Source: an optimization exercise on an open RTL-to-GDS flow (aim: small area, a short achievable clock period and few clock cycles per item). Production flows keep margins and buffers that such runs may drop.
In this exercise RTL edits were held to simulation tests only and were not proved equivalent to the original.
No activity file was given, so power comes from the tool's default toggle rates.

--- flow/run.sh ---
#!/bin/bash
# synth_recipe.tcl (not shown) runs the flow's synth.tcl, then flattens the netlist and writes it again
# the make line also repeats each setting of config.mk as NAME=value (left out here)
make -C /OpenROAD-flow-scripts/flow DESIGN_CONFIG=/design/flow/config.mk WORK_HOME=/design/flow/orfs CLKGATE_MAP_FILE= SYNTH_SCRIPT=/design/flow/synth_recipe.tcl finish
--- flow/config.mk ---
export PLATFORM = sky130hd
export DESIGN_NAME = bias_relu
export DESIGN_NICKNAME = bias_relu
export VERILOG_FILES = /design/flow/design.v
export SDC_FILE = /design/flow/constraint.sdc
export NUM_CORES = 4
export LEC_CHECK = 0
export CAP_MARGIN = 20
export CORE_MARGIN = 2
export CORE_UTILIZATION = 40
export SLEW_MARGIN = 20
--- flow/constraint.sdc ---
create_clock -name core_clock -period 24.0 [get_ports {clk}]
set_input_delay 4.8000 -clock core_clock [delete_from_list [all_inputs] [get_ports {clk}]]
set_output_delay 4.8000 -clock core_clock [all_outputs]
set_load 0.01 [all_outputs]
--- flow/design.v ---
module bias_relu (
    input  wire        clk,
    input  wire        rst,         
    input  wire        in_valid,
    output wire        in_ready,
    input  wire [31:0] in_a,        
    input  wire [31:0] in_b,        
    input  wire        in_add,      
    input  wire        in_relu,     
    output wire        out_valid,
    input  wire        out_ready,
    output wire [31:0] out_data
);
    wire        sa = in_a[31], sb = in_b[31];
    wire [7:0]  ea = in_a[30:23], eb = in_b[30:23];
    wire [22:0] fa = in_a[22:0], fb = in_b[22:0];
    wire a_nan = (ea == 8'hFF) && (fa != 0);
    wire b_nan = (eb == 8'hFF) && (fb != 0);
    wire a_inf = (ea == 8'hFF) && (fa == 0);
    wire b_inf = (eb == 8'hFF) && (fb == 0);
    wire [23:0] ma = {ea != 8'd0, fa};
    wire [23:0] mb = {eb != 8'd0, fb};
    wire [7:0]  xa = (ea == 8'd0) ? 8'd1 : ea;
    wire [7:0]  xb = (eb == 8'd0) ? 8'd1 : eb;
    wire        swap = {xb, mb} > {xa, ma};
    wire        s_big   = swap ? sb : sa;
    wire        s_small = swap ? sa : sb;
    wire [7:0]  x_big   = swap ? xb : xa;
    wire [7:0]  x_small = swap ? xa : xb;
    wire [23:0] m_big   = swap ? mb : ma;
    wire [23:0] m_small = swap ? ma : mb;
    wire [7:0]  d = x_big - x_small;
    wire [49:0] small_wide = {m_small, 26'd0} >> ((d > 8'd26) ? 8'd26 : d);
    wire        far_sticky = (d > 8'd26) && (m_small != 24'd0);
    wire [26:0] m_small_al = {small_wide[49:24], (|small_wide[23:0]) | far_sticky};
    wire [26:0] m_big_al   = {m_big, 3'b000};
    wire        sub = s_big ^ s_small;
    wire [27:0] sum = sub ? {1'b0, m_big_al} - {1'b0, m_small_al}
                          : {1'b0, m_big_al} + {1'b0, m_small_al};
    reg  [4:0]  lz;
    integer k;
    always @(*) begin
        lz = 5'd27;
        for (k = 0; k <= 26; k = k + 1)
            if (sum[k]) lz = 5'd26 - k[4:0];
    end
    reg  [26:0] norm;      
    reg  [9:0]  x_norm;    
    always @(*) begin
        if (sum[27]) begin
            norm   = {sum[27:2], sum[1] | sum[0]};
            x_norm = {2'b00, x_big} + 10'd1;
        end else if ({2'b00, x_big} > {5'd0, lz}) begin
            norm   = sum[26:0] << lz;
            x_norm = {2'b00, x_big} - {5'd0, lz};
        end else begin
            norm   = sum[26:0] << (x_big - 8'd1);
            x_norm = 10'd0;
        end
    end
    wire        guard  = norm[2];
    wire        rbit   = norm[1] | norm[0];
    wire        lsb    = norm[3];
    wire        rnd_up = guard && (rbit || lsb);
    wire [24:0] mant_r = {1'b0, norm[26:3]} + {24'd0, rnd_up};
    wire [9:0]  x_r    = mant_r[24] ? x_norm + 10'd1 :
                         ((x_norm == 10'd0) && mant_r[23]) ? 10'd1 : x_norm;
    wire [22:0] frac_r = mant_r[24] ? mant_r[23:1] : mant_r[22:0];
    reg  [31:0] add_res;
    always @(*) begin
        if (a_nan || b_nan || (a_inf && b_inf && (sa != sb)))
            add_res = 32'h7FC00000;
        else if (a_inf)
            add_res = {sa, 8'hFF, 23'd0};
        else if (b_inf)
            add_res = {sb, 8'hFF, 23'd0};
        else if (sum == 28'd0)
            add_res = {sa & sb, 31'd0};
        else if (x_r >= 10'd255)
            add_res = {s_big, 8'hFF, 23'd0};
        else
            add_res = {s_big, x_r[7:0], frac_r};
    end
    wire [31:0] s_val   = in_add ? add_res : in_a;
    wire        s_pos   = !s_val[31] && (s_val[30:0] != 31'd0) &&
                          !((s_val[30:23] == 8'hFF) && (s_val[22:0] != 23'd0));
    wire [31:0] result  = (in_relu && !s_pos) ? 32'd0 : s_val;
    reg         full;
    reg  [31:0] data_q;
    assign in_ready  = !full || out_ready;
    assign out_valid = full;
    assign out_data  = data_q;
    always @(posedge clk) begin
        if (rst) begin
            full <= 1'b0;
        end else begin
            if (in_valid && in_ready) begin
                full   <= 1'b1;
                data_q <= result;
            end else if (out_ready) begin
                full   <= 1'b0;
            end
        end
    end
endmodule
==> results.cfg <==
[layout]
n_fill_cell = 3697
multiInputGateArea_um2 = 12200
ff_latch_area_um2 = 981
areaGrowthSynthToFinish_pct = 11.9
final_area_um2 = 15900
fin_cells = 2651
final_cell_mix = a21oi_1 (216), nand2_1 (215), nor2_1 (199)
final_common_cell = a21oi_1
drive_gt1_share_pct = 8.52
fin_nets = 2358

[sta]
setup_viol = 0
setup_tns_ns = 0
setup_ws_ns = 1.09
skew_ns = 0.00475
timing.fmax_ghz = 0.0437
rsz0062_at_grt = no
relSlewSlack_pct = 18.0
slew_violations = 0
hold_viol_final = 0
fin_crit_ns = 22.91
worstMarginPinSlew_ns = 1.22
finalCritPeriodShare_pct = 95.5

[placement]
detailedPlace.worstSlack_ns = 0.983
placed_cells = 2632
hpwl_um = 56300
dpl_cell_area_um2 = 15600
port_buffers = 103
gp_congestion = 1.02

[min_path]
hold_path.startpoint = full$_SDFFE_PP0P_
hold_end = full$_SDFFE_PP0P_
holdCritPathClass = flip-flop to flip-flop
hold_depth = 3

[cts]
clock_latency_ns = 0.27
htree_levels = 2
holdBufCountCts = 0
root_buffer = clkbuf_16
cts_tree = built
numCtsBuffers = 5
cts.sinks = 33
cts.reportedPaths.clkPinSlew_ns = 0.05
clockBufferDepth = 2

[setup_path]
cp_max_fo = 30
critical_path.startpoint_type = input pin
cpPeakStageDelay_ns = 0.63
reg2reg_from = full$_SDFFE_PP0P_
ff2ff_path_depth = 3
r2r_slack_ns = 22.64
critPathCaptureType = flip-flop
crit_top_cell = a21oi_1
cp.arrival_ns = 22.92
r2r_end = data_q[12]$_SDFFCE_PP0P_
crit_start = in_b[27]
cp_data_required_time_ns = 24.01
cp_slowest_cell = or4b_4
path_class = input pin to flip-flop

[routing]
dr_total_vias = 18100
drc = 0
wl_per_cell_um = 26.4
wirelength_um = 70100
final_antenna_net_count = 0
drt_iter0_drc = 2250
viasPerCell = 6.83
drt_pre_antenna_iters = 8

[die]
die_x_um = 192
initial_utilization_pct = 40.9
die_h_um = 192
rows = 68
ioPinCount = 104
die-area_um2 = 37000
core_area_um2 = 34700

[pwr]
leakage_nw = 6.29
power_mw = 1.25
ir_drop_mv = 0.0526
power_density_nw_per_um2 = 78.5

[yosys]
syn_avg_cell_area_um2 = 6.61
async_reset_ff_share_pct = 0
synth_area_um2 = 14200
syn-num-nets = 2312
synth.yosys.seq_area_share_pct = 6.91
yosysWarnings = 1
synth_cells = 2147
synth_edf_count = 32
synth_ff_type = edfxtp_1
synth-seq-cells = 33
synth_cell_types = 124

[global_routing]
antenna_found_initial = 2
grt_use_total_pct = 36.7
grt_pass1_vias = 16600
grt_pass1_wl_um = 104000
grt_overflow = 0
grt_max_degree = 57

[status]
status = no timing/DRC/antenna violations

[job]
cap_viol_max_count = 0
## cell usage after synthesis, types with 34 or more instances
cell / n / share of area [%]
nor3_1: 87 / 3.1
a31oi_1: 34 / 1.5
nor2_1: 199 / 5.3
o211ai_1: 43 / 2.3
ha_1: 93 / 8.2
mux2i_1: 48 / 3.4
o21ai_0: 137 / 4.8
clkbuf_1: 87 / 2.3
nand2_1: 215 / 5.7
nor4_1: 36 / 1.6
nand3_1: 83 / 2.9
a21oi_1: 216 / 7.6
nand4_1: 40 / 1.8
xnor2_1: 37 / 2.3
inv_1: 114 / 3.0
## metal layers
metal | up-vias | GRT usage (%) | part of all wire (%)
met5 | - | 0 | 0
met4 | 0 | 16.9 | 5.6
met3 | 230 | 5.02 | 8.6
met2 | 1053 | 58.7 | 44
met1 | 8596 | 48.7 | 41
li1 | 8221 | - | -
## stage by stage
stage          utilization (%)  hold slack (ns)
2_1_floorplan                -            0.625
3_3_place_gp              45.0            0.619
3_5_place_dp              45.0            0.626
4_1_cts                   45.5            0.638
5_1_grt                   45.8            0.688
6_report                  45.8            0.627
## what timing repair did
| item | CTS | global route |
|---|---|---|
| resized for setup | 0 | 4 |
| setup buffers | 0 | 8 |
| setup endpoints to repair | 0 | 31 |
## state kept, by name, indices dropped and copies added, names as in the netlist
name and flops:
data_q 32, full 1
## worst max-delay path: cells and delay by family
family / cells / cell delay (ns)
buffers and inverters: 4 / 1.23
AOI/OAI and AO/OA: 31 / 7.77
and+or+nand+nor: 30 / 7.35
adders and majority gates: 4 / 1.24
muxes: 1 / 0.46
## power breakdown
part / switching [mW] / internal, mW / leakage (nW) / total, mW
Clock: 0.0217 / 0.0379 / 0.0696 / 0.0596
Combinational: 0.745 / 0.367 / 5.91 / 1.11
Sequential: 0.00156 / 0.0737 / 0.310 / 0.0752
Total: 0.768 / 0.479 / 6.29 / 1.25
## cell type report
cell class | count | area share, %
Clock buffer | 5 | 0.788
Tap cell | 455 | 3.58
Clock inverter | 3 | 0.110
Inverter | 116 | 2.74
Antenna cell | 2 | 0.0315
Sequential cell | 33 | 6.17
Timing Repair Buffer | 176 | 9.96
Multi-Input combinational cell | 1861 | 76.6
## logic make-up (layout without fill, tap and decap cells)
group                      Yosys count  after routing  share of synthesized area, %
other                                0              2                             0
and+or+nand+nor                    865            865                          31.0
muxes                               73             73                          5.61
adders and majority gates           95             95                          8.48
buffers and inverters              254            300                          7.64
AOI/OAI and AO/OA                  770            771                          36.8
DFF                                 33             33                          6.91
xor gates and xnor gates            57             57                          3.57
## worst max path at each step
stage | to
finish | data_q[26]$_SDFFCE_PP0P_
global route | data_q[27]$_SDFFCE_PP0P_
CTS | data_q[27]$_SDFFCE_PP0P_
detailed placement | data_q[26]$_SDFFCE_PP0P_
global placement | data_q[26]$_SDFFCE_PP0P_
floorplan | data_q[28]$_SDFFCE_PP0P_
Testbench counts, summed over its fixed seeds: cycles 16,008, items 16,000.

## re-timing with driven ports
The results above use ideal ports. As a check the final layout listed here was re-extracted and re-timed, cells and wires unchanged.
Step 1 (the two cells are an assumption about what drives the block):
set clk [get_ports {clk}]
set_driving_cell -lib_cell sky130_fd_sc_hd__clkbuf_16 $clk
set_driving_cell -lib_cell sky130_fd_sc_hd__buf_2 [delete_from_list [all_inputs] $clk]
Step 2 times the ports against the registers' clock, not the clock port: input delays grow and output delays shrink by t, the midpoint of the rising clock arrivals with the driver on.
Three values: no drivers, after step 1, after step 2; two values: the first two.
shift t [ns]: 0.298
slack for setup (ns): 1.092 / 1.095 / 0.797
worst setup path after step 2: input to register
latest minus earliest clock arrival (ns): 0.006 / 0.006
worst slew at a driven data input, ns: 0.06
After both steps this run still meets setup and hold. For this run, drivers alone change the setup slack by +0.003 ns; drivers and shift together by -0.295 ns.
